This is an optimization exercise on Yosys and OpenROAD, whose aim is small area, not a production implementation.
Function was checked by simulation only, so behaviour that the tests miss may differ from the original.
Power is estimated from default activity; no workload was simulated. The clock port is modelled as an ideal driver; clocking choices that lean on that would not hold on a real chip.

==> run a: inputs <==
==> flow/design.v (excerpt) <==
module image_thresholder (
    input  wire        clk,
    input  wire        rst,           
    input  wire        cmd_valid,
    output wire        cmd_ready,
    input  wire [31:0] cmd_data,
    input  wire [7:0]  rd_idx,
    output reg  [31:0] rd_data,
    output wire        out_valid,
    input  wire        out_ready,
    output reg  [7:0]  out_data,
    output wire        out_last
);
Settings: LEC_CHECK=0, CAP_MARGIN=20, CORE_MARGIN=2, CORE_UTILIZATION=40, SLEW_MARGIN=20; clock period 12.0 ns.
standard.sh (not shown) runs the stock make flow with config.mk's settings and CLKGATE_MAP_FILE= SYNTH_SCRIPT=/design/flow/synth_recipe.tcl, a recipe that flattens the netlist after the stock synthesis.
==> flow/flow/run.sh <==
#!/bin/bash
# Layout flow: the standard ORFS flow (standard.sh) with these changes:
#  - synthesis: the standard flow's own synthesis script, except that ABC maps the
#    combinational logic with an area-oriented script (flow/abc_deep.script)
#    and adders are left to ABC instead of being mapped to fa/ha cells first.
#    Registers are mapped before ABC, so they are the standard synthesis's.
#  - CTS clusters up to 30 flip-flops per leaf buffer and inserts no dummy
#    loads;
#  - ports are buffered with the smallest buffer (buf_1).
# The full output of the flow goes to flow_standard.log in the work folder.
set -euo pipefail
cd "$(dirname "$0")/.."
WORK=$PWD
export FLOW_ABC_SCRIPT=$WORK/flow/abc_deep.script
export FLOW_SYNTH_TCL=$WORK/synth_recipe.tcl
export CTS_ARGS="-sink_clustering_enable -repair_clock_nets -sink_clustering_size 30 -sink_clustering_max_diameter 100 -dont_use_dummy_load"
export BUFFER_PORTS_ARGS="-buffer_cell sky130_fd_sc_hd__buf_1"
bash standard.sh SYNTH_SCRIPT=$WORK/flow/synth_area.tcl ADDER_MAP_FILE= finish > flow_standard.log 2>&1
==> flow/flow/abc_deep.script <==
strash
&get -n
&deepsyn -T 60
&dch -f
&nf -R 1000
&put
topo
dnsize
==> flow/flow/synth_area.tcl <==
# The standard flow's synthesis script (synth_recipe.tcl, in the work folder) with one change:
# the combinational logic is mapped by ABC with an area-oriented script
# (abc_deep.script beside this file) instead of ORFS's default one. Registers
# are mapped before ABC runs, so they are the standard synthesis's.
set ::area_abc_script $::env(FLOW_ABC_SCRIPT)
proc abc {args} {
  set i [lsearch -exact $args -script]
  if {$i >= 0} { set args [lreplace $args $i [expr {$i + 1}] -script $::area_abc_script] }
  yosys abc {*}$args
}
source $::env(FLOW_SYNTH_TCL)
==> run b (differences from run a) <==
--- a/flow/design.v
+++ b/flow/design.v
@@ -57,26 +57,26 @@
     reg [8:0]  byte_length;     
     reg [10:0] cur_x;           
     reg [8:0]  cur_y;           
     reg [8:0]  thresh_result;
     reg [9:0]  out_count;       
     reg [2047:0] ring;
     reg [127:0]  nring;
     reg [10:0] lpos;            
-    reg [10:0] a;               
+    reg [11:0] a;               
     reg [7:0]  ob;              
+    reg [8:0]  e;               
     reg [2:0]  ph;              
     reg        ov;              
     reg        lf;              
     reg        pend;            
     reg        pad;             
     reg        npend;           
     reg        sbusy;           
-    reg        tbusy;           
     wire [7:0]  op    = cmd_data[31:24];
     wire [23:0] imm   = cmd_data[23:0];
     reg op_known;
     reg op_resv_bits;
     always @(*) begin
         op_known     = 1'b1;
         op_resv_bits = 1'b0;
         case (op)
@@ -93,49 +93,46 @@
         case (op)
             OP_NOP, OP_THRESH, OP_ABORT:                            op_legal = 1'b1;
             OP_SETW, OP_SETH, OP_SETF, OP_NCLR, OP_NBYTE, OP_START: op_legal = st_cfg;
             OP_PIXEL, OP_FINISH:                                    op_legal = (state == S_LOAD);
             default:                                                op_legal = 1'b0;
         endcase
     end
     wire [9:0] pix_sum   = {2'b00, imm[23:16]} + {2'b00, imm[15:8]} + {2'b00, imm[7:0]};
+    wire [9:0] pix_gray  = pix_sum / 10'd3;
     wire       pix_light = (pix_sum >= 10'd381);
     wire        w_zero = (width == 24'd0);
     wire        h_zero = (height == 24'd0);
     wire        w_big  = (width > 24'd2048);
     wire        h_big  = (height > 24'd256);
     wire [8:0]  rs_c   = width[11:3] + {8'd0, |width[2:0]};
     reg         hbit;
     always @(*) begin
-        case (ob[3:0])
+        case (e[3:0])
             4'd0:    hbit = height[8];
             4'd1:    hbit = height[7];
             4'd2:    hbit = height[6];
             4'd3:    hbit = height[5];
             4'd4:    hbit = height[4];
             4'd5:    hbit = height[3];
             4'd6:    hbit = height[2];
             4'd7:    hbit = height[1];
             default: hbit = height[0];
         endcase
     end
     wire [9:0]  acc_n  = {a[8:0], 1'b0} + (hbit ? {1'b0, rs_c} : 10'd0);
     wire        acc_ov = (acc_n > 10'd256);
-    wire [2:0]  t_x    = {ob[1:0], thresh_result[7]};
-    wire        t_q    = ob[1] | (ob[0] & thresh_result[7]);
-    wire [1:0]  t_rem  = t_q ? (t_x[1:0] - 2'd3) : t_x[1:0];
     wire [11:0] x_inc  = {1'b0, cur_x} + 12'd1;
     wire        x_last = (x_inc == width[11:0]);
     wire        y_full = (cur_y == height[8:0]);    
-    assign cmd_ready = !(pend || npend || sbusy || tbusy) && (state != S_EMIT);
+    assign cmd_ready = !(pend || npend || sbusy) && (state != S_EMIT);
     wire   cmd_fire  = cmd_valid && cmd_ready;
-    wire        at_tap  = (lpos == a);
-    wire [7:0]  e       = cur_x[7:0];
-    wire [10:0] a_inc   = a + 11'd1;
+    wire        at_tap  = (lpos == a[10:0]);
+    wire [11:0] a_inc   = a + 12'd1;
     wire        wr_bit  = pend && at_tap;
     wire        nm_slot = (lpos[3:0] == name_len[3:0]);
     wire        wr_name = npend && nm_slot;
     always @(posedge clk) begin
         ring  <= {ring[2046:0], wr_bit ? ob[0] : ring[2047]};
         nring <= {nring[119:0], wr_name ? ob : nring[127:120]};
     end
     always @(posedge clk) begin
@@ -167,30 +164,30 @@
         case (ph)
             P_MARK:           out_data = e[1] ? 8'h47 : e[0] ? 8'h44 : 8'h7E;
             P_NAME:           out_data = ob;
             P_C1, P_C2, P_C3: out_data = 8'h2C;
             P_BL, P_RS:       out_data = {4'h3, dig};
             default:          out_data = lf ? 8'h0A : hex;
         endcase
     end
-    wire pay_last = (ph == P_PAY) && !lf && !a[2] && (a[10:3] == byte_length[7:0]);
+    wire pay_last = (ph == P_PAY) && !lf && !a[2] && (a[11:3] == byte_length);
     assign out_valid = (state == S_EMIT) && ov;
     assign out_last  = out_valid && pay_last;
     wire   out_fire  = out_valid && out_ready;
     always @(*) begin
         case (rd_idx)
             8'h00:   rd_data = {24'd0, err, 1'b0, state};
             8'h01:   rd_data = {8'd0, width};
             8'h02:   rd_data = {8'd0, height};
             8'h03:   rd_data = {30'd0, flag_lb, flag_inv};
             8'h04:   rd_data = {27'd0, name_len};
             8'h05:   rd_data = {23'd0, row_stride};
             8'h06:   rd_data = {23'd0, byte_length};
-            8'h07:   rd_data = (state == S_EMIT) ? 32'd0 : {21'd0, cur_x};
+            8'h07:   rd_data = {21'd0, cur_x};
             8'h08:   rd_data = {23'd0, cur_y};
             8'h09:   rd_data = {23'd0, thresh_result};
             8'h0A:   rd_data = {22'd0, out_count};
             8'h0B:   rd_data = 32'd0;               
             8'h0C:   rd_data = BUF_BYTES;
             8'h0D:   rd_data = NAME_MAX;
             default: rd_data = 32'd0;
         endcase
@@ -208,119 +205,102 @@
             byte_length   <= 9'd0;
             cur_x         <= 11'd0;
             cur_y         <= 9'd0;
             thresh_result <= 9'd0;
             out_count     <= 10'd0;
             pend          <= 1'b0;
             npend         <= 1'b0;
             sbusy         <= 1'b0;
-            tbusy         <= 1'b0;
-            a             <= 11'd0;
-            ob            <= 8'd0;
-            ph            <= P_MARK;
-            ov            <= 1'b0;
-            lf            <= 1'b0;
-            pad           <= 1'b0;
         end else begin
             if (wr_bit) begin
                 a <= a_inc;
                 if (pad && (a_inc[2:0] != 3'd0))
                     ob[0] <= 1'b0;
                 else
                     pend <= 1'b0;
             end
             if (wr_name)
                 npend <= 1'b0;
             if (sbusy) begin
-                a       <= {1'b0, acc_n};
-                ob[3:0] <= ob[3:0] + 4'd1;
                 if (acc_ov) begin
                     sbusy <= 1'b0;
                     state <= S_ERROR;
                     err   <= ERR_CAPACITY;
-                end else if (ob[3:0] == 4'd8) begin
+                end else if (e[3:0] == 4'd8) begin
                     sbusy       <= 1'b0;
                     state       <= S_LOAD;
                     err         <= 4'd0;
                     row_stride  <= rs_c;
                     byte_length <= acc_n[8:0];
                     cur_x       <= 11'd0;
                     cur_y       <= 9'd0;
                     out_count   <= 10'd0;
-                    a           <= 11'd0;
-                end
-            end
-            if (tbusy) begin
-                thresh_result[7:0] <= {thresh_result[6:0], t_q};
-                ob[1:0]            <= t_rem;
-                ob[4:2]            <= ob[4:2] + 3'd1;
-                if (ob[4:2] == 3'd7) begin
-                    tbusy            <= 1'b0;
-                    thresh_result[8] <= thresh_result[6] | ((&thresh_result[5:0]) & t_q);
+                    a           <= 12'd0;
+                end else begin
+                    a <= {2'b00, acc_n};
+                    e <= e + 9'd1;
                 end
             end
             if (state == S_EMIT) begin
                 if (ov) begin
                     if (out_ready) begin
                         out_count <= out_count + 10'd1;
                         case (ph)
                             P_MARK: begin
                                 if (e[1]) begin
                                     if (name_len == 5'd0) begin
                                         ph <= P_C1;
                                     end else begin
                                         ph <= P_NAME;
-                                        cur_x <= 11'd1;
+                                        e  <= 9'd1;
                                         ov <= 1'b0;
                                     end
                                 end else begin
-                                    cur_x <= x_inc[10:0];
+                                    e <= e + 9'd1;
                                 end
                             end
                             P_NAME: begin
                                 if (e[4:0] == name_len) begin
                                     ph <= P_C1;
                                 end else begin
-                                    cur_x <= x_inc[10:0];
+                                    e  <= e + 9'd1;
                                     ov <= 1'b0;
                                 end
                             end
                             P_C1, P_C2: begin
                                 ph <= ph + 3'd1;
-                                cur_x <= {9'd0, dfirst};
+                                e  <= {7'd0, dfirst};
                             end
                             P_BL, P_RS: begin
                                 if (e[1]) ph <= ph + 3'd1;
-                                else      cur_x <= x_inc[10:0];
+                                else      e  <= e + 9'd1;
                             end
                             P_C3: begin
-                                ph    <= P_PAY;
-                                a     <= 11'd0;
-                                cur_x <= 11'd0;
+                                ph <= P_PAY;
+                                a  <= 12'd0;
+                                e  <= 9'd1;
                                 lf <= flag_lb;
                                 ov <= flag_lb;
                             end
                             default: begin
                                 if (lf) begin
                                     lf <= 1'b0;
                                     ov <= 1'b0;
                                 end else if (a[2]) begin
                                     ov <= 1'b0;
+                                end else if (pay_last) begin
+                                    state <= S_DONE;
+                                end else if (e == row_stride) begin
+                                    e  <= 9'd1;
+                                    lf <= flag_lb;
+                                    ov <= flag_lb;
                                 end else begin
-                                    if (x_inc[8:0] == row_stride) begin
-                                        cur_x <= 11'd0;
-                                        lf    <= flag_lb;
-                                        ov    <= flag_lb;
-                                    end else begin
-                                        cur_x <= x_inc[10:0];
-                                        ov    <= 1'b0;
-                                    end
-                                    if (pay_last)
-                                        state <= S_DONE;
+                                    e  <= e + 9'd1;
+                                    ov <= 1'b0;
                                 end
                             end
                         endcase
                     end
                 end else if (ph == P_NAME) begin
                     if (lpos[3:0] == e[3:0]) begin
                         ob <= nring[127:120];
                         ov <= 1'b1;
@@ -363,18 +343,18 @@
                             if (w_zero || h_zero) begin
                                 state <= S_ERROR;
                                 err   <= ERR_DIM;
                             end else if (w_big || h_big) begin
                                 state <= S_ERROR;
                                 err   <= ERR_CAPACITY;
                             end else begin
                                 sbusy <= 1'b1;
-                                a     <= 11'd0;
-                                ob    <= 8'd0;
+                                a     <= 12'd0;
+                                e     <= 9'd0;
                             end
                         end
                         OP_PIXEL: begin
                             if (y_full) begin
                                 state <= S_ERROR;
                                 err   <= ERR_OVERRUN;
                             end else begin
                                 pend  <= 1'b1;
@@ -383,29 +363,26 @@
                                 if (x_last) begin
                                     cur_x <= 11'd0;
                                     cur_y <= cur_y + 9'd1;
                                 end else begin
                                     cur_x <= x_inc[10:0];
                                 end
                             end
                         end
-                        OP_THRESH: begin
-                            thresh_result[7:0] <= pix_sum[7:0];
-                            ob[4:0]            <= {3'd0, pix_sum[9:8]};
-                            tbusy              <= 1'b1;
-                        end
+                        OP_THRESH: thresh_result <= {pix_light, pix_gray[7:0]};
                         OP_FINISH: begin
                             if (!y_full) begin
                                 state <= S_ERROR;
                                 err   <= ERR_UNDERRUN;
                             end else begin
                                 state     <= S_EMIT;
                                 out_count <= 10'd0;
                                 ph        <= P_MARK;
+                                e         <= 9'd0;
                                 ov        <= 1'b1;
                             end
                         end
                         OP_ABORT: begin
                             state <= S_IDLE;
                             err   <= 4'd0;
                         end
                         default: ;
==> flow/run.sh (new file) <==
#!/bin/bash
# synth_recipe.tcl (not shown) runs the flow's synth.tcl, then flattens the netlist and writes it again
# the make line also repeats each setting of config.mk as NAME=value (left out here)
make -C /OpenROAD-flow-scripts/flow DESIGN_CONFIG=/design/flow/config.mk WORK_HOME=/design/flow/orfs CLKGATE_MAP_FILE= SYNTH_SCRIPT=/design/flow/synth_recipe.tcl finish
removed: flow/flow/run.sh
removed: flow/flow/abc_deep.script
removed: flow/flow/synth_area.tcl
removed: flow/standard.sh
==> comparison table <==
| item | run a | run b |
|---|---|---|
| Result of the run | complete, no violations | complete, no violations |
| Layout clock area frac | 3.79% | 11.3% |
| Cell Area, Placed | 55800 µm² | 60000 µm² |
| Number of clock sinks | 2335 | 2344 |
| Compound-gate portion of the synthesized area | 4.93% | 5.56% |
| Power consumed by the clock network | 3.41 mW | 7.06 mW |
| Area of the die | 136000 µm² | 146000 µm² |
| Number of multi-input combinational cells in the layout | 1005 | 1441 |
| Adder-cell share of the synthesized area | 0.264% | 1.32% |
| Hold Worst Slack | 0.300 ns | 0.285 ns |
| DR iter-0 viols | 1731 | 1836 |
| Wire length of the first global-routing pass | 127 mm | 160 mm |
| Share of final-layout standard cells stronger than drive strength 1 | 3.31% | 10.4% |
| Period minus WS final | 9.42 ns | 8.58 ns |
| Max IR drop VDD | 0.133 mV | 0.145 mV |
| DR WL met3 | 4.38 mm | 6.65 mm |
| Number of signal-net inverters in the final layout | 39 | 63 |
| Critical Path Max Stage Delay | 0.79 ns | 1.01 ns |
| Flip-flop and latch power | 7.77 mW | 7.85 mW |
| Routed metal-1 wirelength | 41.9 mm | 51.6 mm |
| Proportion of final cell area spent on non-clock buffers | 0.804% | 1.44% |
| Insertion delay to the later sink of the worst-skew pair | 0.69 ns | 0.81 ns |
| Met2 Usage GRT | 15.9% | 18.7% |
| Post-synthesis instance area | 53200 µm² | 57100 µm² |

## port drivers added, routing unchanged
Ports are ideal in the flow. The routed layouts listed here were re-timed in OpenROAD. Step 1 sets driving cells, clkbuf_16 on the clock port and buf_2 on the other inputs (assumed; they add their load-dependent delay and slew). Step 2 times the ports against the registers' clock, not the clock port: input delays grow and output delays shrink by t, the midpoint of the rising clock arrivals with the driver on. Slacks: ideal ports / drivers / drivers and shift; pairs: ideal ports / drivers.
| run | shift t [ns] | setup WS [ns] | worst setup path at the end | latest minus earliest clock arrival (ns) | pins driven straight from the clock port |
|---|---|---|---|---|---|
| run a | 0.736 | 2.581 / 2.517 / 3.252 | register to output | 0.055 / 0.055 | 1 |
| run b | 0.859 | 3.417 / 3.345 / 3.664 | input to register | 0.066 / 0.067 | 1 |
After both steps every run listed still meets setup and hold.
